This is an optimization exercise on Yosys and OpenROAD, whose aim is small area, a short achievable clock period and few clock cycles per item, not a production implementation.
In this exercise RTL edits were held to simulation tests only and were not proved equivalent to the original.
No activity file was given, so power comes from the tool's default toggle rates.

==> flow/design.v <==
module alpha_compositor (
    input  wire         clk,
    input  wire         rst,         
    input  wire         cmd_valid,
    output wire         cmd_ready,
    input  wire [127:0] cmd,
    output reg          rsp_valid,
    input  wire         rsp_ready,
    output wire [47:0]  rsp
);
    function [31:0] csa;
        input [15:0] x;
        input [15:0] y;
        input [15:0] z;
        reg   [15:0] s;
        reg   [15:0] c;
        begin
            s   = x ^ y ^ z;
            c   = (x & y) | (x & z) | (y & z);
            csa = {c[14:0], 1'b0, s};
        end
    endfunction
    function [15:0] wsum;
        input [9:0] F;
        input [9:0] B;
        input [5:0] a;
        reg   [15:0] r0, r1, r2, r3, r4, r5;
        reg   [31:0] t1, t2, t3, t4;
        begin
            r0 = {6'd0, a[0] ? F : B};
            r1 = {5'd0, a[1] ? F : B, 1'd0};
            r2 = {4'd0, a[2] ? F : B, 2'd0};
            r3 = {3'd0, a[3] ? F : B, 3'd0};
            r4 = {2'd0, a[4] ? F : B, 4'd0};
            r5 = {1'd0, a[5] ? F : B, 5'd0};
            t1 = csa(r0, r1, r2);
            t2 = csa(r3, r4, r5);
            t3 = csa(t1[15:0], t1[31:16], t2[15:0]);
            t4 = csa(t3[15:0], t3[31:16], t2[31:16]);
            wsum = t4[15:0] + t4[31:16];
        end
    endfunction
    reg        ready_q;
    assign cmd_ready = ready_q;
    wire       accept = cmd_valid && ready_q;
    wire [7:0] cop = cmd[127:120];
    reg        v1;
    reg [7:0]  op1;
    reg [15:0] a0, a1;          
    reg [5:0]  a2;              
    reg        a2hi;            
    reg        xbad1;           
    reg        chan1, bch1, bpx1, use31;
    always @(posedge clk) begin
        op1   <= cop;
        a0    <= cmd[95:80];
        a1    <= cmd[79:64];
        a2    <= cmd[53:48];
        a2hi  <= cmd[63:54] != 10'd0;
        xbad1 <= (cmd[119:96] != 24'd0) || (cmd[47:0] != 48'd0);
        chan1 <= (cop == 8'h02) || (cop == 8'h04);
        bch1  <= (cop == 8'h04);
        bpx1  <= (cop == 8'h05);
        use31 <= (cop == 8'h04) || (cop == 8'h05);
        v1    <= accept && !rst;
    end
    wire is_nop  = op1 == 8'h00;
    wire is_sqrt = op1 == 8'h01;
    wire is_mch  = op1 == 8'h02;
    wire is_mpx  = op1 == 8'h03;
    wire is_bch  = op1 == 8'h04;
    wire is_bpx  = op1 == 8'h05;
    wire is_uv   = op1 == 8'h08;
    wire is_set  = (op1 == 8'h10) || (op1 == 8'h11);
    wire legal   = is_nop | is_sqrt | is_mch | is_mpx | is_bch | is_bpx | is_uv | is_set;
    wire use2 = is_mch | is_mpx | is_bch | is_bpx;
    wire rsv_bad = xbad1 || (is_nop && a0 != 16'd0) || (!use2 && a1 != 16'd0)
                || (!use31 && (a2hi || a2 != 6'd0));
    wire rng_bad = (is_sqrt && a0[15:12] != 4'd0)
                || (chan1 && (a0[15:6] != 10'd0 || a1[15:6] != 10'd0))
                || (is_bch && a2hi);
    wire [1:0] cause = !legal ? 2'd1 : rsv_bad ? 2'd2 : rng_bad ? 2'd3 : 2'd0;
    wire [15:0] bgpx  = bpx1 ? a1 : 16'd0;
    wire [5:0]  al    = use31 ? a2 : a1[5:0];
    wire        alhi  = use31 ? a2hi : (a1[15:6] != 10'd0);
    wire [5:0]  g_f   = chan1 ? a0[5:0] : a0[10:5];
    wire [5:0]  g_b   = bch1 ? a1[5:0] : bgpx[10:5];
    wire [9:0]  FR, BR, FG, BG, FB, BB;
    ac_sq5 u_fr (.i(a0[15:11]),   .o(FR));
    ac_sq5 u_br (.i(bgpx[15:11]), .o(BR));
    ac_sq6 u_fg (.i(g_f),         .o(FG));
    ac_sq6 u_bg (.i(g_b),         .o(BG));
    ac_sq5 u_fb (.i(a0[4:0]),     .o(FB));
    ac_sq5 u_bb (.i(bgpx[4:0]),   .o(BB));
    wire [15:0] sR = wsum(FR, BR, al);
    wire [15:0] sG = wsum(FG, BG, al);
    wire [15:0] sB = wsum(FB, BB, al);
    wire [15:0] gin = is_sqrt ? {a0[11:0], 4'd0} : sG;
    wire al_hi   = alhi || al == 6'd63;
    wire al_zero = !alhi && al == 6'd0;
    wire [8:0]  uv_qr;
    ac_uv_angle u_ang (.f0(a0), .o(uv_qr));
    reg [2:0]  kind;
    reg [15:0] side;
    always @(*) begin
        if (cause != 2'd0) begin
            kind = 3'd1; side = {6'd0, op1, cause};
        end else if (is_mch) begin
            kind = 3'd2; side = sG;
        end else if ((is_mpx || is_bpx) && al_hi) begin
            kind = 3'd2; side = a0;
        end else if ((is_mpx || is_bpx) && al_zero) begin
            kind = 3'd2; side = a1;
        end else if (is_mpx || is_bpx) begin
            kind = 3'd3; side = 16'd0;
        end else if (is_sqrt || is_bch) begin
            kind = 3'd4; side = 16'd0;
        end else if (is_uv) begin
            kind = 3'd5; side = {7'd0, uv_qr};
        end else begin
            kind = 3'd0; side = 16'd0;
        end
    end
    reg        v2;
    reg [2:0]  kind2;
    reg [15:0] side2;
    reg [9:0]  sR2, sB2;            
    reg [11:0] sG2;                 
    always @(posedge clk) begin
        v2    <= v1 && !rst;
        kind2 <= kind;
        side2 <= side;
        sR2   <= sR[15:6];
        sG2   <= gin[15:4];
        sB2   <= sB[15:6];
    end
    wire [4:0] rR, rB;
    wire [5:0] rG;
    ac_isqrt10 u_qr (.n(sR2), .r(rR));
    ac_isqrt12 u_qg (.n(sG2), .r(rG));
    ac_isqrt10 u_qb (.n(sB2), .r(rB));
    reg [1:0]  kc;
    reg [15:0] pc;
    always @(*) begin
        case (kind2)
            3'd1:    begin kc = 2'd3; pc = side2; end
            3'd2:    begin kc = 2'd1; pc = side2; end
            3'd3:    begin kc = 2'd1; pc = {rR, rG, rB}; end
            3'd4:    begin kc = 2'd1; pc = {10'd0, rG}; end
            3'd5:    begin kc = 2'd2; pc = side2; end
            default: begin kc = 2'd0; pc = side2; end
        endcase
    end
    reg [17:0] qm [0:2];
    reg [1:0]  wp, rp, cnt;
    reg [1:0]  occ;             
    always @(posedge clk) begin
        if (v2)
            qm[wp] <= {kc, pc};
    end
    wire        qne   = cnt != 2'd0;
    wire        have  = qne || v2;
    wire [17:0] nxt   = qne ? qm[rp] : {kc, pc};
    wire [8:0] uqr = qne ? qm[rp][8:0] : side2[8:0];
    wire [17:0] uv;
    ac_uv_table u_tab (.i(uqr), .o(uv));
    wire [8:0] dx = uv[8:0];
    wire [8:0] dy = uv[17:9];
    reg        fault;
    reg [7:0]  s_op;
    reg [1:0]  s_cause;
    reg [15:0] res0;
    reg [8:0]  res1;            
    assign rsp = {s_op, 2'b00, s_cause, 3'b000, fault, {7{res1[8]}}, res1, res0};
    wire [1:0] wp_i  = (wp == 2'd2) ? 2'd0 : wp + 2'd1;
    wire [1:0] rp_i  = (rp == 2'd2) ? 2'd0 : rp + 2'd1;
    wire [1:0] t_wp  = (v2 && qne) ? wp_i : wp;
    wire [1:0] t_rp  = qne ? rp_i : rp;
    wire [1:0] t_cnt = cnt - {1'b0, qne} + {1'b0, v2 && qne};
    wire [1:0] h_wp  = v2 ? wp_i : wp;
    wire [1:0] h_cnt = cnt + {1'b0, v2};
    wire [1:0] occ_a = occ + {1'b0, accept};
    wire       t_rdy = (occ_a - {1'b0, have}) != 2'd3;
    wire       h_rdy = occ_a != 2'd3;
    wire [1:0] t_occ = occ_a - {1'b0, have};
    reg        t_fault;
    reg [7:0]  t_op;
    reg [1:0]  t_cause;
    reg [15:0] t_res0;
    reg [8:0]  t_res1;
    always @(*) begin
        t_fault = fault;
        t_op    = s_op;
        t_cause = s_cause;
        t_res0  = res0;
        t_res1  = res1;
        if (have && !fault) begin
            case (nxt[17:16])
                2'd1: t_res0 = nxt[15:0];
                2'd2: begin
                    t_res0 = {{7{dx[8]}}, dx};
                    t_res1 = dy;
                end
                2'd3: begin
                    t_fault = 1'b1;
                    t_op    = nxt[9:2];
                    t_cause = nxt[1:0];
                end
                default: ;
            endcase
        end
    end
    wire take = !rsp_valid || rsp_ready;
    always @(posedge clk) begin
        if (rst) begin
            wp        <= 2'd0;
            rp        <= 2'd0;
            cnt       <= 2'd0;
            occ       <= 2'd0;
            ready_q   <= 1'b1;
            rsp_valid <= 1'b0;
            fault     <= 1'b0;
            s_op      <= 8'd0;
            s_cause   <= 2'd0;
            res0      <= 16'd0;
            res1      <= 9'd0;
        end else if (take) begin
            wp        <= t_wp;
            rp        <= t_rp;
            cnt       <= t_cnt;
            occ       <= t_occ;
            ready_q   <= t_rdy;
            rsp_valid <= have;
            fault     <= t_fault;
            s_op      <= t_op;
            s_cause   <= t_cause;
            res0      <= t_res0;
            res1      <= t_res1;
        end else begin
            wp        <= h_wp;
            cnt       <= h_cnt;
            occ       <= occ_a;
            ready_q   <= h_rdy;
        end
    end
endmodule
module ac_sq5(i, o);
  input [4:0] i;
  wire [4:0] i;
  output [9:0] o;
  wire [9:0] o;
  wire n0;
  wire n1;
  wire n10;
  wire n11;
  wire n12;
  wire n13;
  wire n14;
  wire n15;
  wire n16;
  wire n17;
  wire n18;
  wire n19;
  wire n2;
  wire n20;
  wire n3;
  wire n4;
  wire n5;
  wire n6;
  wire n7;
  wire n8;
  wire n9;
  assign n7 = ~i[0];
  assign n6 = i[2] & ~(i[1]);
  assign n5 = ~(i[3] ^ i[2]);
  assign n4 = ~n5;
  assign o[4] = n7 ? n6 : n4;
  assign o[2] = i[1] & ~(i[0]);
  assign n3 = ~i[3];
  assign n2 = i[1] & ~(n5);
  assign n1 = n2 & ~(n7);
  assign n0 = n3 & ~(n1);
  assign o[9] = i[4] & ~(n0);
  assign n20 = ~(i[2] ^ i[1]);
  assign o[3] = i[0] & ~(n20);
  assign n19 = i[4] & i[0];
  assign n18 = n5 & ~(n7);
  assign n17 = ~((n18 & i[2]) | n2);
  assign o[5] = ~(n17 ^ n19);
  assign n16 = ~i[2];
  assign n15 = n1 | ~(i[4]);
  assign o[8] = ~((i[3] & n16) | n15);
  assign n14 = ~n0;
  assign n13 = ~(i[4] & i[1]);
  assign n12 = i[1] ? i[4] : i[2];
  assign n11 = n12 & ~(n19);
  assign o[6] = ~((n11 | n3) & (n13 | n14));
  assign n10 = i[3] | ~(i[2]);
  assign n9 = ~i[1];
  assign n8 = i[4] ? n9 : n16;
  assign o[7] = ~((n8 | n3) & (n15 | n10));
  assign o[1:0] = { 1'h0, i[0] };
endmodule
module ac_sq6(i, o);
  input [5:0] i;
  wire [5:0] i;
  output [9:0] o;
  wire [9:0] o;
  wire n0;
  wire n1;
  wire n10;
  wire n11;
  wire n12;
  wire n13;
  wire n14;
  wire n15;
  wire n16;
  wire n17;
  wire n18;
  wire n19;
  wire n2;
  wire n20;
  wire n21;
  wire n22;
  wire n23;
  wire n24;
  wire n25;
  wire n26;
  wire n27;
  wire n28;
  wire n29;
  wire n3;
  wire n30;
  wire n31;
  wire n32;
  wire n33;
  wire n34;
  wire n35;
  wire n36;
  wire n37;
  wire n38;
  wire n39;
  wire n4;
  wire n40;
  wire n41;
  wire n42;
  wire n43;
  wire n44;
  wire n45;
  wire n46;
  wire n47;
  wire n48;
  wire n49;
  wire n5;
  wire n50;
  wire n51;
  wire n52;
  wire n53;
  wire n6;
  wire n7;
  wire n8;
  wire n9;
  assign n51 = ~((n52 | i[5]) & i[2]);
  assign n50 = i[5] & ~(i[3]);
  assign n49 = i[3] & ~(i[5]);
  assign n48 = ~((n50 & n52) | n49);
  assign n47 = ~(n48 & i[4]);
  assign n46 = n51 & ~(n47);
  assign n45 = n32 | n18;
  assign o[7] = ~((n45 & n37) | n46);
  assign o[9] = i[5] & ~(n31);
  assign n44 = n32 & ~(n30);
  assign n43 = n46 | ~(n44);
  assign n42 = ~((n52 | i[4]) & n8);
  assign n41 = n48 & ~(n42);
  assign n40 = ~(o[9] & n17);
  assign n39 = ~((n41 | i[2]) & n40);
  assign o[6] = n43 & ~(n39);
  assign n38 = n13 & ~(n17);
  assign o[1] = i[0] & ~(n38);
  assign n37 = ~i[4];
  assign n36 = i[5] & ~(i[1]);
  assign n35 = ~i[5];
  assign n34 = i[2] & i[3];
  assign n33 = n34 | n35;
  assign n32 = n33 & ~(n36);
  assign n31 = n37 & ~(n32);
  assign n30 = i[4] & i[3];
  assign n29 = n30 & ~(n35);
  assign o[8] = n29 | n31;
  assign o[0] = i[1] & ~(i[0]);
  assign n28 = ~o[0];
  assign n27 = ~(i[2] | i[3]);
  assign n26 = ~(n27 | n34);
  assign n25 = ~n26;
  assign n24 = ~(n34 | i[1]);
  assign n23 = ~(n24 | n27);
  assign n22 = n37 & ~(n23);
  assign n21 = ~(n23 & i[4]);
  assign n20 = ~(n21 & i[0]);
  assign o[3] = ~((n20 | n22) & (n25 | n28));
  assign n19 = ~i[0];
  assign n18 = ~i[3];
  assign n17 = i[2] & ~(i[1]);
  assign n16 = ~(i[4] ^ i[3]);
  assign n15 = n17 & ~(n16);
  assign n14 = n15 | n18;
  assign n13 = i[2] | ~(i[1]);
  assign n12 = n13 | n37;
  assign n11 = ~((n12 & n14) | n19);
  assign n10 = i[5] & ~(n11);
  assign n9 = ~(n10 & i[0]);
  assign n8 = i[1] | ~(i[3]);
  assign n7 = n17 | i[0];
  assign n6 = ~((n7 | n8) & (n16 | n28));
  assign n5 = ~((n11 & n35) | n6);
  assign o[4] = ~(n5 & n9);
  assign o[2] = i[0] ? n26 : n17;
  assign n4 = i[4] & ~(i[0]);
  assign n3 = ~((n4 | i[3]) & (n30 | i[2]));
  assign n2 = n10 & ~(n3);
  assign n1 = ~n3;
  assign n0 = ~((n1 | n10) & i[1]);
  assign n53 = ~((n11 & n36) | n15);
  assign o[5] = ~((n0 | n2) & n53);
  assign n52 = i[0] & i[1];
endmodule
module ac_isqrt12(n, r);
  input [11:0] n;
  wire [11:0] n;
  output [5:0] r;
  wire [5:0] r;
  wire n0;
  wire n1;
  wire n10;
  wire n11;
  wire n12;
  wire n13;
  wire n14;
  wire n15;
  wire n16;
  wire n17;
  wire n18;
  wire n19;
  wire n2;
  wire n20;
  wire n21;
  wire n22;
  wire n23;
  wire n24;
  wire n25;
  wire n26;
  wire n27;
  wire n28;
  wire n29;
  wire n3;
  wire n30;
  wire n31;
  wire n32;
  wire n33;
  wire n34;
  wire n35;
  wire n36;
  wire n37;
  wire n38;
  wire n39;
  wire n4;
  wire n40;
  wire n41;
  wire n42;
  wire n43;
  wire n44;
  wire n45;
  wire n46;
  wire n47;
  wire n48;
  wire n49;
  wire n5;
  wire n50;
  wire n51;
  wire n52;
  wire n53;
  wire n54;
  wire n55;
  wire n56;
  wire n57;
  wire n58;
  wire n59;
  wire n6;
  wire n60;
  wire n61;
  wire n62;
  wire n63;
  wire n64;
  wire n65;
  wire n66;
  wire n67;
  wire n68;
  wire n69;
  wire n7;
  wire n70;
  wire n71;
  wire n72;
  wire n73;
  wire n74;
  wire n75;
  wire n76;
  wire n77;
  wire n78;
  wire n79;
  wire n8;
  wire n80;
  wire n81;
  wire n9;
  assign r[3] = ~n48;
  assign n47 = ~(n[5] | n[4]);
  assign n46 = ~n47;
  assign n45 = ~n53;
  assign n44 = n[11] & ~(n50);
  assign n43 = ~(n55 & n59);
  assign n42 = ~((n43 & n44) | (n48 & n45));
  assign n41 = n61 & ~(n49);
  assign n40 = ~((n48 & r[4]) | n41);
  assign n39 = n40 ^ n[8];
  assign n38 = ~(n39 & r[5]);
  assign n37 = n39 ^ n52;
  assign n36 = n[6] ? n48 : n46;
  assign n35 = r[4] & ~(n36);
  assign n34 = ~r[4];
  assign n33 = ~(n36 & n34);
  assign n32 = n48 | n[6];
  assign n31 = ~((n32 & n[7]) | n41);
  assign n30 = ~((n31 & n33) | n35);
  assign n29 = ~((n30 | n37) & n38);
  assign n28 = n29 & n42;
  assign n27 = n28 ? n48 : n46;
  assign n26 = n27 ^ n[6];
  assign n25 = n26 ^ r[4];
  assign n24 = ~n[4];
  assign n23 = n24 & ~(n28);
  assign n22 = n23 ^ n[5];
  assign n21 = n22 | n48;
  assign n20 = n22 ^ n48;
  assign n19 = n[3] | n[2];
  assign n18 = n[4] ? n28 : n19;
  assign n17 = n20 & ~(n18);
  assign n16 = n21 & ~(n17);
  assign n15 = n25 & ~(n16);
  assign n14 = ~((n26 & r[4]) | n15);
  assign n13 = n33 & ~(n35);
  assign n12 = n13 & ~(n28);
  assign n11 = n12 ^ n31;
  assign n10 = ~(n11 ^ n52);
  assign n9 = n10 & n14;
  assign n8 = n52 & ~(n11);
  assign n7 = n30 ^ n37;
  assign n6 = ~((n39 & n42) | n7);
  assign n5 = n6 | n8;
  assign n4 = ~(n5 | n9);
  assign r[1] = ~n4;
  assign r[2] = ~n28;
  assign n3 = n4 ? n28 : n19;
  assign n2 = n3 ^ n24;
  assign n1 = n2 | n48;
  assign n0 = n18 ^ n20;
  assign n81 = n4 ? n22 : n0;
  assign n80 = n4 | n[2];
  assign n79 = n80 ^ n[3];
  assign n78 = n79 & ~(n28);
  assign n77 = ~(n[1] | n[0]);
  assign n76 = n[2] ? r[1] : n77;
  assign n75 = n28 & ~(n79);
  assign n74 = n76 & ~(n75);
  assign n73 = ~n2;
  assign n72 = ~((n73 | r[3]) & (n74 | n78));
  assign n71 = ~((n72 & n1) | (n81 & n34));
  assign n70 = ~n26;
  assign n69 = n16 ^ n25;
  assign n68 = n4 ? n70 : n69;
  assign n67 = ~((n68 | n52) & (n81 | n34));
  assign n66 = n6 | ~(n11);
  assign n65 = n10 ^ n14;
  assign n64 = ~((n65 & n66) | (n68 & n52));
  assign r[0] = ~((n67 | n71) & n64);
  assign n63 = ~(n[8] | n[9]);
  assign n62 = ~n63;
  assign r[4] = n[10] ? n[11] : n62;
  assign n61 = ~(n[7] | n[6]);
  assign n60 = ~(n61 | n[8]);
  assign n59 = ~n60;
  assign n58 = ~(n[8] & n[9]);
  assign n57 = n[10] & ~(n[11]);
  assign n56 = ~(n57 & n[9]);
  assign n55 = n56 & n58;
  assign n54 = ~n55;
  assign n53 = ~((r[4] & n63) | n54);
  assign n52 = ~(n[11] | n[10]);
  assign r[5] = ~n52;
  assign n51 = ~((r[5] & n53) | n59);
  assign n50 = ~(n63 ^ n[10]);
  assign n49 = n[11] ? n50 : n58;
  assign n48 = n49 & ~(n51);
endmodule
module ac_isqrt10(n, r);
  input [9:0] n;
  wire [9:0] n;
  output [4:0] r;
  wire [4:0] r;
  wire n0;
  wire n1;
  wire n10;
  wire n11;
  wire n12;
  wire n13;
  wire n14;
  wire n15;
  wire n16;
  wire n17;
  wire n18;
  wire n19;
  wire n2;
  wire n20;
  wire n21;
  wire n22;
  wire n23;
  wire n24;
  wire n25;
  wire n26;
  wire n27;
  wire n28;
  wire n29;
  wire n3;
  wire n30;
  wire n31;
  wire n32;
  wire n33;
  wire n34;
  wire n35;
  wire n36;
  wire n37;
  wire n38;
  wire n39;
  wire n4;
  wire n40;
  wire n41;
  wire n42;
  wire n43;
  wire n44;
  wire n45;
  wire n46;
  wire n47;
  wire n48;
  wire n49;
  wire n5;
  wire n50;
  wire n51;
  wire n6;
  wire n7;
  wire n8;
  wire n9;
  assign n43 = ~((n44 & n47) | (n0 & n17));
  assign n42 = n12 | ~(n13);
  assign n41 = r[1] & ~(n42);
  assign n40 = n41 ^ n10;
  assign n39 = ~((n40 | n36) & (n0 | n17));
  assign n38 = n9 ? n19 : n3;
  assign n37 = ~((n40 & n36) | n38);
  assign r[0] = ~((n39 | n43) & n37);
  assign n36 = ~(n[8] | n[9]);
  assign r[4] = ~n36;
  assign n35 = ~n[7];
  assign n34 = ~n[9];
  assign n33 = ~(n[8] | n[6]);
  assign r[3] = ~((n33 & n35) | (n[8] & n34));
  assign n32 = ~(n[5] | n[4]);
  assign n31 = n[7] ? n34 : n33;
  assign n30 = n[8] & n[9];
  assign n29 = ~(n30 | n31);
  assign n28 = n32 & ~(n[6]);
  assign n27 = n33 ^ n35;
  assign n26 = n[9] & ~(n27);
  assign n25 = ~n26;
  assign r[2] = ~((n25 & n28) | n29);
  assign n24 = r[2] & n32;
  assign n23 = ~(n[8] & n[6]);
  assign n22 = n28 & ~(n34);
  assign n21 = n31 | ~(n33);
  assign n20 = n21 & ~(n22);
  assign n19 = ~((n23 | n24) & n20);
  assign n18 = ~(n19 | n36);
  assign n17 = ~r[3];
  assign n16 = ~n29;
  assign n15 = ~(n[3] | n[2]);
  assign n14 = n[4] ? n16 : n15;
  assign n13 = n17 | ~(n14);
  assign n12 = n17 & ~(n14);
  assign n11 = r[2] & ~(n[4]);
  assign n10 = n11 ^ n[5];
  assign n9 = ~((n10 | n12) & n13);
  assign n8 = n[9] | ~(n[7]);
  assign n7 = n28 & ~(n8);
  assign n6 = n33 | n35;
  assign n5 = n32 | n[8];
  assign n4 = ~((n5 | n6) & (n25 | n28));
  assign n3 = n4 | n7;
  assign n2 = ~((n22 & n35) | n3);
  assign r[1] = ~((n9 | n18) & n2);
  assign n1 = r[1] ? n15 : r[2];
  assign n0 = n1 ^ n[4];
  assign n51 = r[1] & ~(n[3]);
  assign n50 = ~n[3];
  assign n49 = ~n15;
  assign n48 = r[1] ? n49 : n50;
  assign n47 = ~((n51 | r[2]) & n48);
  assign n46 = n[0] | n[2];
  assign n45 = ~(n46 | n[1]);
  assign n44 = ~((n48 | r[2]) & n45);
endmodule
module ac_uv_angle(f0, o);
  input [15:0] f0;
  wire [15:0] f0;
  output [8:0] o;
  wire [8:0] o;
  wire n0;
  wire n1;
  wire n10;
  wire n100;
  wire n101;
  wire n102;
  wire n103;
  wire n104;
  wire n105;
  wire n106;
  wire n107;
  wire n108;
  wire n109;
  wire n11;
  wire n110;
  wire n111;
  wire n112;
  wire n113;
  wire n114;
  wire n115;
  wire n116;
  wire n12;
  wire n13;
  wire n14;
  wire n15;
  wire n16;
  wire n17;
  wire n18;
  wire n19;
  wire n2;
  wire n20;
  wire n21;
  wire n22;
  wire n23;
  wire n24;
  wire n25;
  wire n26;
  wire n27;
  wire n28;
  wire n29;
  wire n3;
  wire n30;
  wire n31;
  wire n32;
  wire n33;
  wire n34;
  wire n35;
  wire n36;
  wire n37;
  wire n38;
  wire n39;
  wire n4;
  wire n40;
  wire n41;
  wire n42;
  wire n43;
  wire n44;
  wire n45;
  wire n46;
  wire n47;
  wire n48;
  wire n49;
  wire n5;
  wire n50;
  wire n51;
  wire n52;
  wire n53;
  wire n54;
  wire n55;
  wire n56;
  wire n57;
  wire n58;
  wire n59;
  wire n6;
  wire n60;
  wire n61;
  wire n62;
  wire n63;
  wire n64;
  wire n65;
  wire n66;
  wire n67;
  wire n68;
  wire n69;
  wire n7;
  wire n70;
  wire n71;
  wire n72;
  wire n73;
  wire n74;
  wire n75;
  wire n76;
  wire n77;
  wire n78;
  wire n79;
  wire n8;
  wire n80;
  wire n81;
  wire n82;
  wire n83;
  wire n84;
  wire n85;
  wire n86;
  wire n87;
  wire n88;
  wire n89;
  wire n9;
  wire n90;
  wire n91;
  wire n92;
  wire n93;
  wire n94;
  wire n95;
  wire n96;
  wire n97;
  wire n98;
  wire n99;
  assign n94 = f0[4] & f0[5];
  assign n93 = n94 ^ f0[6];
  assign n92 = ~f0[8];
  assign n91 = n94 & f0[6];
  assign n90 = n91 & f0[7];
  assign n89 = n90 & ~(n92);
  assign n88 = n89 & f0[9];
  assign n87 = ~(n88 & f0[10]);
  assign n86 = ~(n88 | f0[10]);
  assign n85 = n87 & ~(n86);
  assign n84 = f0[14] & ~(f0[11]);
  assign n83 = f0[13] | ~(f0[10]);
  assign n82 = n88 & ~(n83);
  assign n81 = n84 & ~(n82);
  assign n80 = ~n81;
  assign n79 = f0[11] & ~(f0[14]);
  assign n78 = ~n79;
  assign n77 = f0[15] & ~(f0[12]);
  assign n76 = f0[13] & ~(n77);
  assign n75 = n76 | n84;
  assign n74 = n75 & n86;
  assign n73 = f0[12] & ~(f0[15]);
  assign n72 = ~n73;
  assign n71 = n82 & ~(n78);
  assign n70 = ~((n71 & n72) | (n74 & n78));
  assign n69 = ~(n73 | n77);
  assign n68 = ~n69;
  assign n67 = ~((n70 & n80) | n68);
  assign n66 = n71 | ~(n77);
  assign n65 = n66 & ~(n67);
  assign n64 = n65 ^ f0[13];
  assign n63 = n64 ^ n85;
  assign n62 = n89 ^ f0[9];
  assign n61 = ~n62;
  assign n60 = n65 | f0[13];
  assign n59 = ~(n79 | n84);
  assign n58 = n59 ^ n87;
  assign n57 = n78 & ~(n58);
  assign n56 = n60 ? n58 : n57;
  assign n55 = ~((n56 | f0[12]) & n81);
  assign n54 = n70 & ~(n69);
  assign n53 = ~((n54 & n55) | n67);
  assign n52 = n53 & ~(n61);
  assign n51 = ~n52;
  assign n50 = n90 ^ n92;
  assign n49 = n61 & ~(n53);
  assign n48 = ~((n56 & n50) | n49);
  assign n47 = ~n63;
  assign n46 = n47 | n52;
  assign n45 = ~((n46 | n48) & (n64 | n85));
  assign n44 = ~((n68 & n78) | n53);
  assign n43 = ~(n44 | n56);
  assign n42 = n45 ? n56 : n43;
  assign n41 = n50 & ~(n42);
  assign n40 = ~n49;
  assign n39 = ~((n43 & n63) | n40);
  assign n38 = ~((n41 & n51) | n39);
  assign n37 = n38 ^ n63;
  assign n36 = n91 ^ f0[7];
  assign n35 = n50 | ~(n42);
  assign n34 = n35 & ~(n41);
  assign n33 = n51 & ~(n39);
  assign n32 = ~(n33 & n34);
  assign n31 = ~((n32 | n36) & n37);
  assign n30 = ~(n38 & n47);
  assign n29 = ~(n46 | n48);
  assign n28 = ~(f0[10] ^ f0[13]);
  assign n27 = ~(n28 | n56);
  assign n26 = ~((n27 & n44) | n29);
  assign n25 = ~(n26 & n30);
  assign n24 = n25 & n31;
  assign n23 = n34 & ~(n33);
  assign n22 = n93 ? n24 : n23;
  assign n21 = n36 & ~(n25);
  assign n20 = n21 | ~(n22);
  assign n19 = ~((n26 & n31) | n36);
  assign n18 = ~((n19 & n35) | n41);
  assign n17 = n18 ^ n33;
  assign n16 = ~((n17 & n20) | n24);
  assign n15 = n16 ^ n93;
  assign n14 = f0[4] ^ f0[5];
  assign n13 = n15 & ~(n14);
  assign n12 = ~n34;
  assign n11 = n16 | n93;
  assign n10 = ~(n19 | n22);
  assign n9 = ~((n10 & n11) | n21);
  assign n8 = ~(n9 ^ n12);
  assign n7 = n13 & ~(n8);
  assign n6 = ~(n8 | n14);
  assign n5 = n6 | n15;
  assign n4 = n5 & ~(n7);
  assign n3 = ~n13;
  assign n2 = ~n22;
  assign n1 = ~(n19 | n21);
  assign n0 = ~n1;
  assign n116 = ~((n3 & n2) | n0);
  assign n115 = ~((n3 | n12) & n116);
  assign n114 = ~n115;
  assign n113 = n8 & n14;
  assign n112 = ~((n6 & n115) | n113);
  assign n111 = ~(n112 & f0[4]);
  assign n110 = n4 & ~(n111);
  assign n109 = n11 & ~(n7);
  assign n108 = n109 ^ n1;
  assign n107 = ~((n108 & n110) | n114);
  assign n106 = ~f0[3];
  assign n105 = ~((f0[4] & n106) | n108);
  assign n104 = ~((f0[4] | n106) & n112);
  assign n103 = ~(n104 | n105);
  assign o[7] = ~((n103 | n4) & n107);
  assign n102 = n108 & ~(n110);
  assign n101 = n115 & ~(n102);
  assign o[8] = ~n101;
  assign n100 = n4 | ~(n103);
  assign n99 = f0[4] & ~(n101);
  assign n98 = ~(o[7] & n106);
  assign n97 = ~(n101 ^ f0[4]);
  assign n96 = n97 & ~(n98);
  assign n95 = n96 | n99;
  assign o[6] = ~((n100 & n107) | n95);
  assign o[5] = ~(n95 ^ n112);
  assign o[4] = n97 ^ n98;
  assign o[3] = o[7] ^ f0[3];
  assign o[2:0] = f0[2:0];
endmodule
module ac_uv_table(i, o);
  input [8:0] i;
  wire [8:0] i;
  output [17:0] o;
  wire [17:0] o;
  wire n0;
  wire n1;
  wire n10;
  wire n100;
  wire n101;
  wire n102;
  wire n103;
  wire n104;
  wire n105;
  wire n106;
  wire n107;
  wire n108;
  wire n109;
  wire n11;
  wire n110;
  wire n111;
  wire n112;
  wire n113;
  wire n114;
  wire n115;
  wire n116;
  wire n117;
  wire n118;
  wire n119;
  wire n12;
  wire n120;
  wire n121;
  wire n122;
  wire n123;
  wire n124;
  wire n125;
  wire n126;
  wire n127;
  wire n128;
  wire n129;
  wire n13;
  wire n130;
  wire n131;
  wire n132;
  wire n133;
  wire n134;
  wire n135;
  wire n136;
  wire n137;
  wire n138;
  wire n139;
  wire n14;
  wire n140;
  wire n141;
  wire n142;
  wire n143;
  wire n144;
  wire n145;
  wire n146;
  wire n147;
  wire n148;
  wire n149;
  wire n15;
  wire n150;
  wire n151;
  wire n152;
  wire n153;
  wire n154;
  wire n155;
  wire n156;
  wire n157;
  wire n158;
  wire n159;
  wire n16;
  wire n160;
  wire n161;
  wire n162;
  wire n163;
  wire n164;
  wire n165;
  wire n166;
  wire n167;
  wire n168;
  wire n169;
  wire n17;
  wire n170;
  wire n171;
  wire n172;
  wire n173;
  wire n174;
  wire n175;
  wire n176;
  wire n177;
  wire n178;
  wire n179;
  wire n18;
  wire n180;
  wire n181;
  wire n182;
  wire n183;
  wire n184;
  wire n185;
  wire n186;
  wire n187;
  wire n188;
  wire n189;
  wire n19;
  wire n190;
  wire n191;
  wire n192;
  wire n193;
  wire n194;
  wire n195;
  wire n196;
  wire n197;
  wire n198;
  wire n199;
  wire n2;
  wire n20;
  wire n200;
  wire n201;
  wire n202;
  wire n203;
  wire n204;
  wire n205;
  wire n206;
  wire n207;
  wire n208;
  wire n209;
  wire n21;
  wire n210;
  wire n211;
  wire n212;
  wire n213;
  wire n214;
  wire n215;
  wire n216;
  wire n217;
  wire n218;
  wire n219;
  wire n22;
  wire n220;
  wire n221;
  wire n222;
  wire n223;
  wire n224;
  wire n225;
  wire n226;
  wire n227;
  wire n228;
  wire n229;
  wire n23;
  wire n230;
  wire n231;
  wire n232;
  wire n233;
  wire n234;
  wire n235;
  wire n236;
  wire n237;
  wire n238;
  wire n239;
  wire n24;
  wire n240;
  wire n241;
  wire n242;
  wire n243;
  wire n244;
  wire n245;
  wire n246;
  wire n247;
  wire n248;
  wire n249;
  wire n25;
  wire n250;
  wire n251;
  wire n252;
  wire n26;
  wire n27;
  wire n28;
  wire n29;
  wire n3;
  wire n30;
  wire n31;
  wire n32;
  wire n33;
  wire n34;
  wire n35;
  wire n36;
  wire n37;
  wire n38;
  wire n39;
  wire n4;
  wire n40;
  wire n41;
  wire n42;
  wire n43;
  wire n44;
  wire n45;
  wire n46;
  wire n47;
  wire n48;
  wire n49;
  wire n5;
  wire n50;
  wire n51;
  wire n52;
  wire n53;
  wire n54;
  wire n55;
  wire n56;
  wire n57;
  wire n58;
  wire n59;
  wire n6;
  wire n60;
  wire n61;
  wire n62;
  wire n63;
  wire n64;
  wire n65;
  wire n66;
  wire n67;
  wire n68;
  wire n69;
  wire n7;
  wire n70;
  wire n71;
  wire n72;
  wire n73;
  wire n74;
  wire n75;
  wire n76;
  wire n77;
  wire n78;
  wire n79;
  wire n8;
  wire n80;
  wire n81;
  wire n82;
  wire n83;
  wire n84;
  wire n85;
  wire n86;
  wire n87;
  wire n88;
  wire n89;
  wire n9;
  wire n90;
  wire n91;
  wire n92;
  wire n93;
  wire n94;
  wire n95;
  wire n96;
  wire n97;
  wire n98;
  wire n99;
  assign n225 = ~i[7];
  assign n224 = ~(i[5] | i[4]);
  assign n223 = ~(n224 & i[6]);
  assign n222 = ~(i[1] | i[2]);
  assign n221 = n222 & ~(i[0]);
  assign n220 = i[3] & ~(n221);
  assign n219 = ~(n220 | n223);
  assign n218 = ~n224;
  assign n217 = ~(n220 | n218);
  assign n216 = n217 & ~(n219);
  assign n215 = i[6] & ~(n219);
  assign n214 = ~(n215 | n216);
  assign n213 = ~n214;
  assign n212 = ~i[5];
  assign n211 = ~(i[0] | i[2]);
  assign n210 = i[3] & ~(n211);
  assign n209 = ~i[4];
  assign n208 = ~i[3];
  assign n207 = ~i[1];
  assign n206 = ~((n207 | n208) & n209);
  assign n205 = ~(n206 | n210);
  assign n204 = n205 ^ n212;
  assign n203 = i[1] & ~(i[3]);
  assign n202 = ~n203;
  assign n201 = i[0] | i[3];
  assign n200 = n222 & ~(n201);
  assign n199 = ~(n200 | n220);
  assign n198 = ~i[2];
  assign n197 = i[0] & ~(i[1]);
  assign n196 = i[1] & ~(i[0]);
  assign n195 = ~(n196 | n197);
  assign n194 = n198 & ~(n195);
  assign n193 = n199 & ~(n194);
  assign n192 = n202 & ~(n193);
  assign n191 = ~((n192 | i[4]) & n204);
  assign n190 = n191 | n213;
  assign n189 = i[0] & i[2];
  assign n188 = n200 | n209;
  assign n187 = n188 | n220;
  assign n186 = n188 & ~(n205);
  assign n185 = ~n186;
  assign n184 = ~((n185 | n196) & (n187 | n195));
  assign n183 = n184 & ~(n189);
  assign n182 = ~(i[3] & i[4]);
  assign n181 = n182 | n221;
  assign n180 = ~(n211 & i[1]);
  assign n179 = n196 | n198;
  assign n178 = ~(n179 & n180);
  assign n177 = ~(n178 | n181);
  assign n176 = ~(n177 | n183);
  assign n175 = n176 & ~(n190);
  assign n174 = i[2] & ~(n195);
  assign n173 = ~(n174 | n221);
  assign n172 = n216 & ~(n200);
  assign n171 = n172 & ~(n173);
  assign n170 = n181 & ~(n205);
  assign n169 = ~(i[1] | i[0]);
  assign n168 = i[2] & i[3];
  assign n167 = i[1] | ~(i[3]);
  assign n166 = ~((n167 & i[0]) | (n168 & n169));
  assign n165 = ~n222;
  assign n164 = ~n195;
  assign n163 = ~((n165 | n208) & n164);
  assign n162 = n170 ? n166 : n163;
  assign n161 = n214 & ~(n204);
  assign n160 = ~((n161 & n162) | n171);
  assign n159 = n160 & ~(n175);
  assign n158 = n198 & ~(n197);
  assign n157 = n208 & ~(n223);
  assign n156 = n189 & ~(n207);
  assign n155 = n156 | i[3];
  assign n154 = n155 & n180;
  assign n153 = n209 & ~(n154);
  assign n152 = i[1] & i[2];
  assign n151 = n208 & ~(n152);
  assign n150 = n151 & ~(n196);
  assign n149 = ~n150;
  assign n148 = i[3] & ~(n169);
  assign n147 = i[4] & ~(n148);
  assign n146 = ~((n147 & n149) | (n189 & i[3]));
  assign n145 = n146 & ~(n153);
  assign n144 = i[5] & ~(n145);
  assign n143 = ~n144;
  assign n142 = ~n196;
  assign n141 = n142 & ~(n158);
  assign n140 = ~((n141 & i[3]) | n218);
  assign n139 = i[4] & ~(i[5]);
  assign n138 = n139 & ~(n211);
  assign n137 = n208 ? i[0] : n207;
  assign n136 = ~((n137 & n138) | i[6]);
  assign n135 = ~n136;
  assign n134 = ~((n140 & i[1]) | n135);
  assign n133 = ~((n134 & n143) | (n157 & n158));
  assign o[9] = n225 ? n159 : n133;
  assign n132 = ~(i[8] ^ i[7]);
  assign n131 = ~n132;
  assign n130 = ~(n156 | n221);
  assign n129 = ~n130;
  assign n128 = n196 ? i[2] : n158;
  assign n127 = n186 & ~(n128);
  assign n126 = i[1] & i[0];
  assign n125 = n126 | n182;
  assign n124 = ~((n125 | n211) & n204);
  assign n123 = ~((n173 & n178) | n187);
  assign n122 = n123 | n124;
  assign n121 = n126 | n198;
  assign n120 = ~(n126 & n198);
  assign n119 = n120 & n121;
  assign n118 = n208 ? n195 : n119;
  assign n117 = n170 & ~(n118);
  assign n116 = ~n204;
  assign n115 = ~i[0];
  assign n114 = i[2] ? n115 : n197;
  assign n113 = ~(n114 | n152);
  assign n112 = ~((n113 | n170) & n116);
  assign n111 = ~((n112 | n117) & (n122 | n127));
  assign n110 = ~((n111 & n214) | (n129 & n172));
  assign n109 = ~n114;
  assign n108 = ~(n197 & i[2]);
  assign n107 = ~((n108 & n210) | (n109 & n208));
  assign n106 = n222 | n208;
  assign n105 = n209 & ~(n106);
  assign n104 = ~n105;
  assign n103 = ~((n104 | n174) & (n107 | n209));
  assign n102 = ~(n103 & i[5]);
  assign n101 = ~((n152 | n106) & n202);
  assign n100 = ~i[6];
  assign n99 = ~(n179 | n197);
  assign n98 = ~(n99 | n194);
  assign n97 = ~((n98 | n218) & n100);
  assign n96 = ~((n101 & n139) | n97);
  assign n95 = ~((n96 & n102) | (n157 & n222));
  assign n94 = n225 ? n110 : n95;
  assign n93 = ~((n94 | o[9]) & n131);
  assign n92 = ~(n113 & n154);
  assign n91 = ~(n92 & n201);
  assign n90 = n151 & ~(n209);
  assign n89 = ~((n164 | i[2]) & n90);
  assign n88 = n198 ? i[1] : n169;
  assign n87 = n88 | n182;
  assign n86 = ~(n87 & i[5]);
  assign n85 = n89 & ~(n86);
  assign n84 = ~((n91 | i[4]) & n85);
  assign n83 = ~((n107 | n179) & n138);
  assign n82 = n141 | i[3];
  assign n81 = ~((n82 & n140) | i[6]);
  assign n80 = ~(n81 & n83);
  assign n79 = n84 & ~(n80);
  assign n78 = ~((n121 | n208) & n170);
  assign n77 = i[0] ? i[1] : i[2];
  assign n76 = n199 & ~(n77);
  assign n75 = ~((n76 | n78) & (n91 | n170));
  assign n74 = ~(n106 | n195);
  assign n73 = n108 & ~(i[3]);
  assign n72 = ~((n73 & n142) | n74);
  assign n71 = n72 | n170;
  assign n70 = ~((n105 & n109) | n204);
  assign n69 = n178 & ~(n187);
  assign n68 = n70 & ~(n69);
  assign n67 = ~((n68 & n71) | (n75 & n204));
  assign n66 = n214 & ~(n67);
  assign n65 = i[7] ? n79 : n66;
  assign n64 = ~((n65 & n93) | n132);
  assign n63 = n165 & ~(n99);
  assign n62 = n199 & ~(n63);
  assign n61 = n74 | ~(n170);
  assign n60 = n199 | ~(n113);
  assign n59 = ~(n189 | n211);
  assign n58 = ~((n59 & n203) | n170);
  assign n57 = ~((n58 & n60) | n204);
  assign n56 = ~((n61 | n62) & n57);
  assign n55 = ~((n120 & n148) | n203);
  assign n54 = n170 | ~(n55);
  assign n53 = i[2] & ~(n169);
  assign n52 = i[4] ? n208 : n168;
  assign n51 = ~((n53 | n186) & n52);
  assign n50 = n51 & ~(n116);
  assign n49 = ~((n50 & n54) | n213);
  assign n48 = ~(n49 & n56);
  assign n47 = n187 | ~(n121);
  assign n46 = ~((n47 & n182) | n53);
  assign n45 = ~(n168 | n195);
  assign n44 = ~((n45 | n206) & i[5]);
  assign n43 = ~n139;
  assign n42 = ~((n141 & i[3]) | n43);
  assign n41 = ~((n99 | n192) & n42);
  assign n40 = n73 & n180;
  assign n39 = ~((n98 | n208) & n224);
  assign n38 = ~((n39 | n40) & n100);
  assign n37 = n41 & ~(n38);
  assign n36 = ~((n44 | n46) & n37);
  assign n35 = n225 ? n48 : n36;
  assign n34 = ~((n35 | n64) & n131);
  assign n33 = ~((n155 | i[4]) & i[5]);
  assign n32 = ~n33;
  assign n31 = n208 & ~(n222);
  assign n30 = ~((n31 | n156) & i[4]);
  assign n29 = n168 | i[4];
  assign n28 = ~(n29 | n151);
  assign n27 = n212 & ~(n28);
  assign n26 = ~((n27 & n30) | (n32 & n188));
  assign n25 = n100 & ~(n26);
  assign n24 = i[6] | i[5];
  assign n23 = n182 & ~(n24);
  assign n22 = n46 | n170;
  assign n21 = ~(n22 | n193);
  assign n20 = ~(n130 & n106);
  assign n19 = n20 | ~(n170);
  assign n18 = ~(n19 & n161);
  assign n17 = ~((n18 | n21) & (n23 | n190));
  assign n16 = i[7] ? n25 : n17;
  assign n15 = ~((n16 & n34) | n132);
  assign n14 = n22 & ~(n186);
  assign n13 = ~(n191 & n214);
  assign n12 = n13 | n14;
  assign n11 = n100 & ~(n52);
  assign n10 = ~(n11 & n33);
  assign n9 = n225 ? n12 : n10;
  assign n8 = ~((n9 | n15) & n131);
  assign n7 = n161 & ~(n186);
  assign n6 = i[7] ? n23 : n7;
  assign o[16] = n6 ^ n8;
  assign o[15] = n9 ^ n15;
  assign o[14] = n16 ^ n34;
  assign n5 = n88 & n186;
  assign n4 = n47 & ~(n5);
  assign n3 = n151 & n165;
  assign n2 = ~(n3 & n142);
  assign n1 = ~((n2 & n87) | n170);
  assign n0 = n161 & ~(n1);
  assign n252 = ~((n3 | n22) & (n187 | n221));
  assign n251 = n204 & ~(i[6]);
  assign n250 = ~((n251 & n252) | (n0 & n4));
  assign n249 = ~((n2 & n78) | n218);
  assign n248 = ~(n187 | n221);
  assign n247 = n208 & ~(n119);
  assign n246 = ~((n247 | n29) & i[5]);
  assign n245 = i[3] ? n121 : n88;
  assign n244 = ~((n245 | n43) & (n246 | n248));
  assign n243 = n244 | n249;
  assign n242 = n243 | i[6];
  assign n241 = n225 ? n250 : n242;
  assign o[13] = ~(n241 ^ n34);
  assign o[12] = n35 ^ n64;
  assign o[11] = n65 ^ n93;
  assign n240 = o[9] & ~(n132);
  assign o[10] = n94 ^ n240;
  assign o[0] = i[7] ? n159 : n133;
  assign n239 = ~i[8];
  assign n238 = i[7] ? n110 : n95;
  assign n237 = ~((n238 | o[0]) & n239);
  assign n236 = n225 ? n79 : n66;
  assign n235 = ~((n236 & n237) | i[8]);
  assign n234 = i[7] ? n48 : n36;
  assign n233 = ~((n234 | n235) & n239);
  assign n232 = n225 ? n25 : n17;
  assign n231 = ~((n232 & n233) | i[8]);
  assign n230 = i[7] ? n12 : n10;
  assign n229 = ~((n230 | n231) & n239);
  assign n228 = n225 ? n23 : n7;
  assign o[7] = n228 ^ n229;
  assign o[6] = n230 ^ n231;
  assign o[5] = n232 ^ n233;
  assign n227 = i[7] ? n250 : n242;
  assign o[4] = ~(n227 ^ n233);
  assign o[3] = n234 ^ n235;
  assign o[2] = n236 ^ n237;
  assign n226 = o[0] & ~(i[8]);
  assign o[1] = n238 ^ n226;
  assign o[17] = ~((n6 & n8) | n132);
  assign o[8] = ~((n228 & n229) | i[8]);
endmodule
==> flow/run.sh <==
#!/bin/bash
# synth_recipe.tcl (not shown) runs the flow's synth.tcl, then flattens the netlist and writes it again
# the make line also repeats each setting of config.mk as NAME=value (left out here)
make -C /OpenROAD-flow-scripts/flow DESIGN_CONFIG=/design/flow/config.mk WORK_HOME=/design/flow/orfs CLKGATE_MAP_FILE= SYNTH_SCRIPT=/design/flow/synth_recipe.tcl finish
==> flow/config.mk <==
export PLATFORM = sky130hd
export DESIGN_NAME = alpha_compositor
export DESIGN_NICKNAME = alpha_compositor
export VERILOG_FILES = /design/flow/design.v
export SDC_FILE = /design/flow/constraint.sdc
export NUM_CORES = 4
export LEC_CHECK = 0
export ABC_AREA = 1
export CAP_MARGIN = 50
export CORE_MARGIN = 2
export CORE_UTILIZATION = 40
export SLEW_MARGIN = 50
==> flow/constraint.sdc <==
create_clock -name core_clock -period 33.0 [get_ports {clk}]
set_input_delay 6.6000 -clock core_clock [delete_from_list [all_inputs] [get_ports {clk}]]
set_output_delay 6.6000 -clock core_clock [all_outputs]
set_load 0.01 [all_outputs]
==> out/qor.yml, run 1 <==
critPathRequiredTime_ns: 26.40
yosysTopAreaCellShare: 0.167
maximum_cell_stage_delay_along_the_critical_path_ns: 0.59
drt_wl_total_um: 55300
synth.yosys.seq_area_share: 0.255
finalHoldViolCount: 0
post_route_cells_drive_above_1_share: 0.0752
cts_repair_resize_count: 0
cp-endpoint: "rsp[29]"
tritoncts_num_sinks: 207
cts_hold_bufs: 0
cp_top_family: "buffers and inverters"
min-delay-path-class: "reg2reg"
final_wtd_congestion: 0.943
arrival_ns: 1.59
start_kind: "register"
post-route-cell-area_um2: 21600
worst_slack_ns: 24.81
totalNegativeSetupSlack_ns: 0
power.total_mw: 1.85
clock_path_buffers: 3
via_count: 17300
cts.htree.levels: 1
global_route_wire_length_before_repair_um: 88900
synth.cell_area_um2: 18400
netlist_instances: 2536
first_global_vias: 16900
ys_types: 72
antenna_violating_nets_post_route: 0
floorplan.initialDensity: 0.405
relSlewSlack: 0.488
gr-usage-all-layers: 0.231
setup.worst_path.end_class: "primary output"
standard_cell_area_after_detailed_placement_um2: 20700
setup.worst_path.start: "res1[8]$_SDFFE_PP0P_"
cpMaxStageDelayCell: "clkdlybuf4s50_1"
grt_start_max_net_pins: 46
cts_made_buffers: 26
vias_per_cell: 5.25
drt-wirelength-per-cell_um: 16.8
clk_latency_ns: 0.57
number_of_synthesized_flops_with_an_enable_pin: 54
placement_rows: 78
ys_warn_count: 1
layout_min_cycle_time_ns: 8.19
n_fill_cell: 4545
worstReg2RegStart: "a0[4]$_DFF_P_"
synth_top_area_cell: "dfxtp_1"
cts_tree: "built"
regToRegSetupSlack_ns: 25.21
post_cts_setup_buffer_count: 0
die_y_um: 218
result_of_the_run: "finished clean"
post-route-util: 0.477
setup_repair_after_global_routing_missed_its_margin: "false"
synthFlopType: "dfxtp_1"
power_density_nw_per_um2: 85.6
worstPathBufferInverterCount: 1
antenna_cells_inserted: 0
p_leak_nw: 9.91
place.detailed.instances: 3252
worstSetupPathDepth: 1
die_ar_um2: 47700
clk_transition_reported_paths_ns: 0.06
critical_path_peak_fanout: 9
post-route-drc-count: 0
worst_ir_drop_vdd_uv: 58.8
max_freq_ghz: 0.122
design.core.area_um2: 45400
pre_cts_ws_ns: 24.20
total_area_of_multi_input_combinational_cells_um2: 11900
dp_hpwl_um: 43900
clock_skew_ns: 0.0233
synth-async-reset-ratio: 0
number_of_antenna_violations_at_the_first_check_in_global_routing: 0
drv_cap: 0
ys_ff_latch: 207
finalCritPeriodShare: 0.248
critical_path.cell_chain: "clkdlybuf4s50_1"
detailedRoute.firstPassIterationCount: 5
min_delay_startpoint: "v1$_DFF_P_"
port-buffer-count: 176
path_class: "reg2out"
ff2ff_path_depth: 56
timing.final.setup_violations: 0
layout.cells.non_filler: 3299
worst-slew-pin-transition_ns: 0.767
area_growth_pct: 17.7
drt_iter0_drc: 1155
dieWidth_um: 218
rr_endpoint: "side2[4]$_DFF_P_"
final.hold.worst_slack_ns: 0.410
yosys-top-cells-area: "dfxtp_1 17%, nand2_1 11%, fa_1 10%"
timing_max_transition_violations_final: 0
ff_latch_area_um2: 4680
cts-root-buf: "clkbuf_16"
i_o_pins: 182
syn_avg_cell_area_um2: 7.25
gr-total-overflow: 0
finalNetCount: 3042
power by group:
part | switching (mW) | internal, mW | leakage, nW | total, mW
combinational | 0.799 | 0.440 | 7.72 | 1.24
sequential | 0.0290 | 0.303 | 1.76 | 0.332
clock | 0.112 | 0.169 | 0.419 | 0.281
synth_stat cells (5+ instances only):
library cell	n
inv_2	21
o22ai_1	16
o221ai_1	8
a21oi_1	99
ha_1	135
a211oi_1	14
o31ai_1	5
inv_1	381
nand3_1	83
o211ai_1	25
edfxtp_1	54
o21ai_0	317
xnor2_1	7
nor3_1	19
mux2i_1	5
nor2_2	8
nand4_1	14
nand2_4	12
buf_2	7
nor2_1	157
xor2_1	34
o21ai_2	17
o21bai_1	20
o21ai_1	28
or2_2	18
buf_4	14
fa_1	95
nand2_1	562
nor2_4	5
a22oi_1	6
dfxtp_1	153
clkbuf_1	60
nor4_1	30
nand2_2	17
a32o_1	5
a31oi_1	16
area by class of cell:
class,instances,area share
flip-flops and latches,207,0.217
repair buffers,197,0.0885
clock inverters,6,0.00237
clock buffers,41,0.0375
inverters,406,0.0709
well taps,600,0.0347
multi-input cells,1842,0.549
cell families (layout without fill, tap and decap cells):
kind of cell,count (synthesis),after routing,synth area share
AND/OR/NAND/NOR,947,947,0.226
AO/OA/AOI/OAI,610,610,0.193
buffers and inverters,491,650,0.105
adder cells (fa/ha/maj),230,230,0.195
flip-flops,207,207,0.255
XOR/XNOR,42,42,0.0204
multiplexers,8,8,0.00456
other,1,5,0.000204
routing by layer:
metal | vias up | routed length, um | GRT usage
li1 | 8622 | - | -
met1 | 8099 | 24100 | 0.300
met2 | 515 | 26700 | 0.405
met3 | 85 | 3000 | 0.0277
met4 | 0 | 1500 | 0.0630
met5 | - | 0 | 0
cells in the final DEF, fill, tap and decap left out, types with 12 or more instances in the layout:
cell type	synthesis	routed
a211oi_1	14	14
clkdlybuf4s50_1	0	175
o21ai_1	28	32
o22ai_1	16	14
clkbuf_16	0	29
nand3_1	83	83
inv_1	381	379
buf_4	14	19
xor2_1	34	34
fa_1	95	95
o21bai_1	20	20
nand4_1	14	14
o21ai_2	17	20
nor3_1	19	16
nand2_4	12	12
ha_1	135	135
nand2_1	562	562
or2_2	18	18
nor2_1	157	154
o21ai_0	317	307
edfxtp_1	54	54
nor4_1	30	29
nand2_2	17	17
o211ai_1	25	25
inv_2	21	23
a31oi_1	16	16
a21oi_1	99	99
dfxtp_1	153	153
registers in the layout, indices dropped and copies added (netlist names), 9 cells and up, named ones only:
register and cells:
res1 9, qm 54, sR2 10, a0 16
side2 16, res0 16, sG2 12, sB2 10
a1 16
worst min path at each step:
stage | slack [ns] | cells past startpoint | end
2_1_floorplan | 0.39 | 2 | v2$_DFF_P_
3_3_place_gp | 0.40 | 2 | v2$_DFF_P_
3_5_place_dp | 0.41 | 2 | v2$_DFF_P_
4_1_cts | 0.42 | 2 | v2$_DFF_P_
5_1_grt | 0.44 | 2 | v2$_DFF_P_
6_report | 0.41 | 2 | v2$_DFF_P_
Testbench counts, summed over its fixed seeds: cycles 18,018, items 18,000.
==> run 2, diff against run 1 <==
--- a/flow/config.mk
+++ b/flow/config.mk
@@ -6,7 +6,7 @@
 export NUM_CORES = 4
 export LEC_CHECK = 0
 export ABC_AREA = 1
-export CAP_MARGIN = 50
+export CAP_MARGIN = 20
 export CORE_MARGIN = 2
 export CORE_UTILIZATION = 40
-export SLEW_MARGIN = 50
+export SLEW_MARGIN = 70
==> run 2 against run 1 <==
Effect of this change: still clean on timing, DRC and antenna; flip-flop and latch count stayed put; via count about the same; core utilization increased by 0.58 points; cell count is 0.12% higher; hold slack improved by 0.0034 ns; die area did not move; non-clock buffer count rose by 6; combinational power hardly changed; cell area rose by 1.2%; global-route usage up 0.12 points; total power rose by 1.1%; setup slack lost 0.0042 ns; critical path type unchanged.
==> out/qor.yml, run 2 <==
ys_types: 72  # unchanged
final_wtd_congestion: 0.943  # unchanged
dieWidth_um: 218  # unchanged
yosys.cell_count.top_type: "nand2_1"  # unchanged
cts_repair_resize_count: 0  # unchanged
critPathRequiredTime_ns: 26.40  # about the same
detailedRoute.firstPassIterationCount: 5  # unchanged
gr-total-overflow: 0  # unchanged
netlist_instances: 2536  # unchanged
synth.yosys.seq_area_share: 0.255  # unchanged
maximum_cell_stage_delay_along_the_critical_path_ns: 0.59  # about the same
antenna_violating_nets_post_route: 0  # unchanged
yosysTopAreaCellShare: 0.167  # unchanged
floorplan.initialDensity: 0.405  # unchanged
number_of_synthesized_flops_with_an_enable_pin: 54  # unchanged
gr-usage-all-layers: 0.233  # was 0.231
totalNegativeSetupSlack_ns: 0  # unchanged
port-buffer-count: 176  # unchanged
finalCritPeriodShare: 0.248  # about the same
reg_with_most_ffs: "qm"  # unchanged
drt-wirelength-per-cell_um: 16.9  # was 16.8 um
cts_hold_bufs: 0  # unchanged
drt_wl_total_um: 55700  # was 55,300 um
power_density_nw_per_um2: 85.5  # was 85.6 nW/um^2
cts_tree: "built"  # unchanged
cp_top_family: "buffers and inverters"  # unchanged
area_growth_pct: 19.1  # was 17.7%
timing_max_transition_violations_final: 0  # unchanged
clk_latency_ns: 0.57  # about the same
cpMaxStageDelayCell: "clkdlybuf4s50_1"  # unchanged
vias_per_cell: 5.25  # about the same
placement_rows: 78  # unchanged
drt_iter0_drc: 1229  # was 1,155
grt_start_max_net_pins: 46  # unchanged
finalNetCount: 3047  # was 3,042
cts_made_buffers: 25  # was 26
worstPathBufferInverterCount: 1  # unchanged
layout_min_cycle_time_ns: 8.19  # about the same
mostFrequentLayoutCells: "561 x nand2_1, 372 x inv_1, 291 x o21ai_0"  # was 562 x nand2_1, 379 x inv_1, 307 x o21ai_0
post_route_cells_drive_above_1_share: 0.0929  # was 0.0752
final.hold.worst_slack_ns: 0.413  # was 0.410 ns
cts-root-buf: "clkbuf_16"  # unchanged
path_class: "reg2out"  # unchanged
drv_cap: 0  # unchanged
synth.cell_area_um2: 18400  # unchanged
setup_repair_after_global_routing_missed_its_margin: "false"  # unchanged
synthFlopType: "dfxtp_1"  # unchanged
result_of_the_run: "finished clean"  # unchanged
dp_hpwl_um: 43900  # about the same
setup.worst_path.end_class: "primary output"  # unchanged
critical_path_peak_fanout: 9  # unchanged
post-route-util: 0.482  # was 0.477
die_y_um: 218  # unchanged
flip_flop_count_of_the_largest_register_all_copies_and_words_added: 54  # unchanged
ys_warn_count: 1  # unchanged
start_kind: "register"  # unchanged
cts.htree.levels: 1  # unchanged
timing.final.setup_violations: 0  # unchanged
via_count: 17300  # about the same
synth_commonest_cells: "562 x nand2_1, 381 x inv_1, 317 x o21ai_0, 157 x nor2_1, 153 x dfxtp_1"  # unchanged
ys_ff_latch: 207  # unchanged
synth-async-reset-ratio: 0  # unchanged
p_leak_nw: 9.97  # was 9.91 nW
global_route_wire_length_before_repair_um: 89200  # was 88,900 um
post-route-drc-count: 0  # unchanged
die_ar_um2: 47700  # unchanged
post_cts_setup_buffer_count: 0  # unchanged
worst_ir_drop_vdd_uv: 61.7  # was 58.8 uV
max_freq_ghz: 0.122  # about the same
clock_skew_ns: 0.0224  # was 0.0233 ns
critical_path.cell_chain: "clkdlybuf4s50_1"  # unchanged
arrival_ns: 1.59  # about the same
finalHoldViolCount: 0  # unchanged
synth_top_area_cell: "dfxtp_1"  # unchanged
clk_transition_reported_paths_ns: 0.06  # about the same
i_o_pins: 182  # unchanged
syn_avg_cell_area_um2: 7.25  # unchanged
design.core.area_um2: 45400  # unchanged
antenna_cells_inserted: 0  # unchanged
number_of_antenna_violations_at_the_first_check_in_global_routing: 0  # unchanged
first_global_vias: 16900  # about the same
clock_path_buffers: 3  # unchanged
most_common_cell_after_layout_fill_and_taps_aside: "nand2_1"  # unchanged
tritoncts_num_sinks: 207  # unchanged
yosys-top-cells-area: "dfxtp_1 17%, nand2_1 11%, fa_1 10%"  # unchanged
min-delay-path-class: "reg2reg"  # unchanged
==> run 2: changes by cell type in the layout (fill, tap and decap cells not counted), sizes merged <==
cell	delta
clkbuf	-6
buf	+5
bufinv	+3
clkinv	+1
clkinvlp	-1
dlymetal6s2s	+1
inv	+1
==> run 2: logic make-up (layout without fill, tap and decap cells) <==
group,count (synthesis),after routing,synth area share
AOI/OAI and AO/OA,610,610,0.193
xor gates and xnor gates,42,42,0.0204
adders and majority gates,230,230,0.195
buffers and inverters,491,654,0.105
DFF,207,207,0.255
muxes,8,8,0.00456
other,1,5,0.000204
and+or+nand+nor,947,947,0.226
==> run 2: final cells by class <==
type	instances	area [um^2]
Multi-Input combinational cell	1842	12100
Clock buffer	35	683
Tap cell	600	751
Timing Repair Buffer	203	1940
Sequential cell	207	4690
Fill cell	4487	23500
Inverter	406	1540
Clock inverter	10	148
==> run 2: routing by layer <==
metal | wire, um | GRT usage | share of wire
met1 | 24800 | 0.305 | 0.44
met2 | 27000 | 0.407 | 0.48
met3 | 2790 | 0.0271 | 0.050
met4 | 1170 | 0.0574 | 0.021
met5 | 0 | 0 | 0
==> run 2: worst reg2reg max path: cells and delay by family, from the launching register on <==
family	cells	cell delay [ns]
xor gates and xnor gates	1	0.09
buffers and inverters	6	0.37
DFF	1	0.51
adders and majority gates	12	2.69
AOI/OAI and AO/OA	8	1.34
and+or+nand+nor	29	2.50
==> run 2: power by group <==
group / leakage, nW / internal (mW) / switching (mW)
registers: 1.77 / 0.302 / 0.0295
logic: 7.80 / 0.447 / 0.809
clock network: 0.407 / 0.169 / 0.115
total: 9.97 / 0.918 / 0.953
==> run 2: final timing paths <==
check | startpoint | endpoint | slack (ns) | cells past startpoint
setup reg to reg | a0[5]$_DFF_P_ | side2[4]$_DFF_P_ | 25.37 | 56
hold / removal | v1$_DFF_P_ | v2$_DFF_P_ | 0.41 | 2
setup / recovery | res1[8]$_SDFFE_PP0P_ | rsp[29] | 24.81 | 1
hold reg to reg | v1$_DFF_P_ | v2$_DFF_P_ | 0.41 | 2
==> run 2: metrics by stage <==
step	instances	setup slack, ns	area, um^2	power [mW]
2_1_floorplan	2540	25.13	18400	1.25
5_1_grt	3303	24.61	21900	2.06
3_5_place_dp	3257	24.35	20900	1.58
4_1_cts	3302	24.78	21800	1.87
3_3_place_gp	3244	24.04	20700	1.55
6_report	3303	24.81	21900	1.87
==> run 3, diff against run 2 <==
--- a/flow/config.mk
+++ b/flow/config.mk
@@ -9,4 +9,4 @@
 export CAP_MARGIN = 20
 export CORE_MARGIN = 2
 export CORE_UTILIZATION = 40
-export SLEW_MARGIN = 70
+export SLEW_MARGIN = 20
==> run 3 against run 2 <==
Effect of this change: still clean; clock power rose by 5%; cell count shrank 0.33%; area after synthesis did not move; total power shrank 0.20%; largest cell class unchanged.
==> out/qor.yml, run 3 <==
result_of_the_run: "finished clean"  # unchanged
final_wtd_congestion: 0.943  # unchanged
floorplan.initialDensity: 0.405  # unchanged
internal-power_mw: 0.926  # was 0.918 mW
vias_per_cell: 5.23  # was 5.25
synth.cell_area_um2: 18400  # unchanged
cts-root-buf: "clkbuf_16"  # unchanged
gr-total-overflow: 0  # unchanged
post_synth_mux_area_share: 0.00456  # unchanged
finalNetCount: 3034  # was 3,047
number_of_synthesized_flops_with_an_enable_pin: 54  # unchanged
drt_iter0_drc: 1165  # was 1,229
fraction_of_power_consumed_by_combinational_cells: 0.663  # was 0.671
reg_with_most_ffs: "qm"  # unchanged
clk_latency_ns: 0.56  # was 0.57 ns
worst-slew-pin-transition_ns: 1.04
synth-async-reset-ratio: 0  # unchanged
netSwitchingFraction: 0.504  # was 0.509
synthFlopType: "dfxtp_1"  # unchanged
ys_types: 72  # unchanged
post_cts_setup_buffer_count: 0  # unchanged
port-buffer-count: 176  # unchanged
arrival_ns: 9.02  # was 1.59 ns
place.detailed.instances: 3244  # was 3,257
drt-wirelength-per-cell_um: 16.8  # was 16.9 um
start_kind: "input pin"  # was register
ff_latch_area_um2: 4680  # was 4690 um^2
p_leak_nw: 9.89  # was 9.97 nW
detailedRoute.firstPassIterationCount: 5  # unchanged
total_area_of_multi_input_combinational_cells_um2: 11800  # was 12,100 um^2
cts_tree: "built"  # unchanged
timing.final.setup_violations: 0  # unchanged
critical_path_peak_fanout: 15  # was 9
cts.htree.levels: 1  # unchanged
cts_made_buffers: 26  # was 25
yosys-top-cells-area: "dfxtp_1 17%, nand2_1 11%, fa_1 10%"  # unchanged
synth_fa_ha_area_frac: 0.195  # unchanged
die_y_um: 218  # unchanged
regToRegSetupSlack_ns: 25.19  # was 25.37 ns
setup_repair_after_global_routing_missed_its_margin: "false"  # unchanged
antenna_violating_nets_post_route: 0  # unchanged
flip_flop_count_of_the_largest_register_all_copies_and_words_added: 54  # unchanged
worst_ir_drop_vdd_uv: 61.8  # was 61.7 uV
power_density_nw_per_um2: 86.6  # was 85.5 nW/um^2
min_delay_startpoint: "v1$_DFF_P_"  # unchanged
number_of_antenna_violations_at_the_first_check_in_global_routing: 0  # unchanged
synth_top_area_cell: "dfxtp_1"  # unchanged
most_common_cell_after_layout_fill_and_taps_aside: "nand2_1"  # unchanged
via_count: 17200  # was 17.3k
layout_min_cycle_time_ns: 8.55  # was 8.19 ns
layout.cells.non_filler: 3292  # was 3,303
dp_hpwl_um: 43500  # was 43,900 um
netlist_instances: 2536  # unchanged
seq_power_share: 0.178  # was 0.177
mostFrequentLayoutCells: "562 x nand2_1, 381 x inv_1, 316 x o21ai_0"  # was 561 x nand2_1, 372 x inv_1, 291 x o21ai_0
cts_repair_resize_count: 0  # unchanged
drv_cap: 0  # unchanged
gr-usage-all-layers: 0.232  # was 0.233
yosysTopAreaCellShare: 0.167  # unchanged
min-delay-path-class: "reg2reg"  # unchanged
cts_hold_bufs: 0  # unchanged
path_class: "in2reg"  # was reg2out
dieWidth_um: 218  # unchanged
worstReg2RegStart: "a0[4]$_DFF_P_"  # was a0[5]$_DFF_P_
finalCritPeriodShare: 0.259  # was 0.248
hold_path_sink: "v2$_DFF_P_"  # unchanged
power.clock.fraction: 0.160  # was 0.152
min_path_cells: 2  # unchanged
ff2ff_path_depth: 56  # unchanged
yosys.cell_count.top_type: "nand2_1"  # unchanged
totalNegativeSetupSlack_ns: 0  # unchanged
==> run 3: cell count changes in the layout (fill, tap and decap cells not counted), moves of 6 or more <==
cell / previous run / this run
o21ai_0: 291 / 316
o21ai_4: 8 / 2
nor2_1: 149 / 157
o21ai_2: 29 / 20
o21ai_1: 34 / 24
dfxtp_1: 147 / 153
buf_2: 9 / 0
inv_1: 372 / 381
==> run 3: kinds of logic after synthesis <==
kind of cell / after synthesis
compound gates: 610
mux: 8
other cells: 1
fa+ha+maj: 230
xor+xnor: 42
buf+inv: 491
simple gates: 947
flops: 207
==> run 3: how the worst max path moves through the flow <==
stage	to	start	depth (start not counted)
floorplan	s_op[3]$_SDFFE_PP0P_	rsp_ready	9
global placement	res0[3]$_SDFFE_PP0P_	rsp_ready	9
detailed placement	res0[3]$_SDFFE_PP0P_	rsp_ready	9
CTS	res0[3]$_SDFFE_PP0P_	rsp_ready	9
global route	res0[3]$_SDFFE_PP0P_	rsp_ready	9
finish	res0[3]$_SDFFE_PP0P_	rsp_ready	9
==> run 3: layout make-up <==
| class | instances | area share |
|---|---|---|
| well taps | 600 | 0.0348 |
| multi-input cells | 1842 | 0.549 |
| flip-flops and latches | 207 | 0.217 |
| clock buffers | 40 | 0.0371 |
| clock inverters | 8 | 0.00522 |
| repair buffers | 189 | 0.0862 |
| inverters | 406 | 0.0711 |
==> run 3: metal layers <==
layer,track usage,share of wire,vias to the layer above
met5,0,0,-
met4,0.0574,0.025,0
met3,0.0206,0.044,96
met2,0.405,0.48,436
met1,0.308,0.45,8085
li1,-,-,8597
==> run 3: critical path, stage by stage <==
cell,delay (ns)
clkdlybuf4s50_1,0.45
nor2_1,0.08
inv_1,0.19
nand3_1,0.16
nor2_1,0.73
inv_1,0.37
nor2_1,0.17
o21ai_0,0.11
a21oi_1,0.15
==> run 3: per-stage QoR <==
step	worst slack, ns	power [mW]	util	hold slack (ns)	area (um^2)
floorplan	25.13	1.25	-	0.388	18400
global placement	24.04	1.55	0.455	0.402	20700
detailed placement	23.90	1.57	0.455	0.406	20700
CTS	24.46	1.87	0.475	0.415	21600
global route	24.17	2.05	0.475	0.431	21600
finish	24.45	1.87	0.475	0.409	21600
==> run 3: power by group through the flow <==
stage | clock network (mW) | logic (mW) | registers [mW]
global placement | 0 | 1.22 | 0.336
global route | 0.313 | 1.40 | 0.336
CTS | 0.304 | 1.24 | 0.332
detailed placement | 0 | 1.23 | 0.337
finish | 0.298 | 1.24 | 0.332
floorplan | 0 | 0.913 | 0.333

==> port drivers added, routing unchanged <==
The flow's constraints put no driver on any port. The routed layouts listed below were extracted and timed again, unchanged, in two steps.
Step 1 assumes that a clkbuf_16 drives the clock port and a buf_2 every other input.
Step 2, shift: input delay + t, output delay - t, t = (earliest + latest rising clock arrival at the registers) / 2. This alone moves slack from input paths to output paths.
a / b / c = ideal / step 1 / step 2; a / b = the first two.
run	t, ns	setup WS [ns]	hold WS [ns]	latest minus earliest clock arrival (ns)	slew at the worst register clock pin (ns)
run 1	0.609	24.812 / 24.756 / 24.233	0.410 / 0.410 / 0.410	0.023 / 0.023	0.06 / 0.06
run 2	0.611	24.808 / 24.753 / 24.309	0.413 / 0.413 / 0.413	0.024 / 0.023	0.07 / 0.07
run 3	0.607	24.453 / 24.480 / 23.874	0.409 / 0.409 / 0.409	0.017 / 0.017	0.06 / 0.06
After both steps every run listed still meets setup and hold.
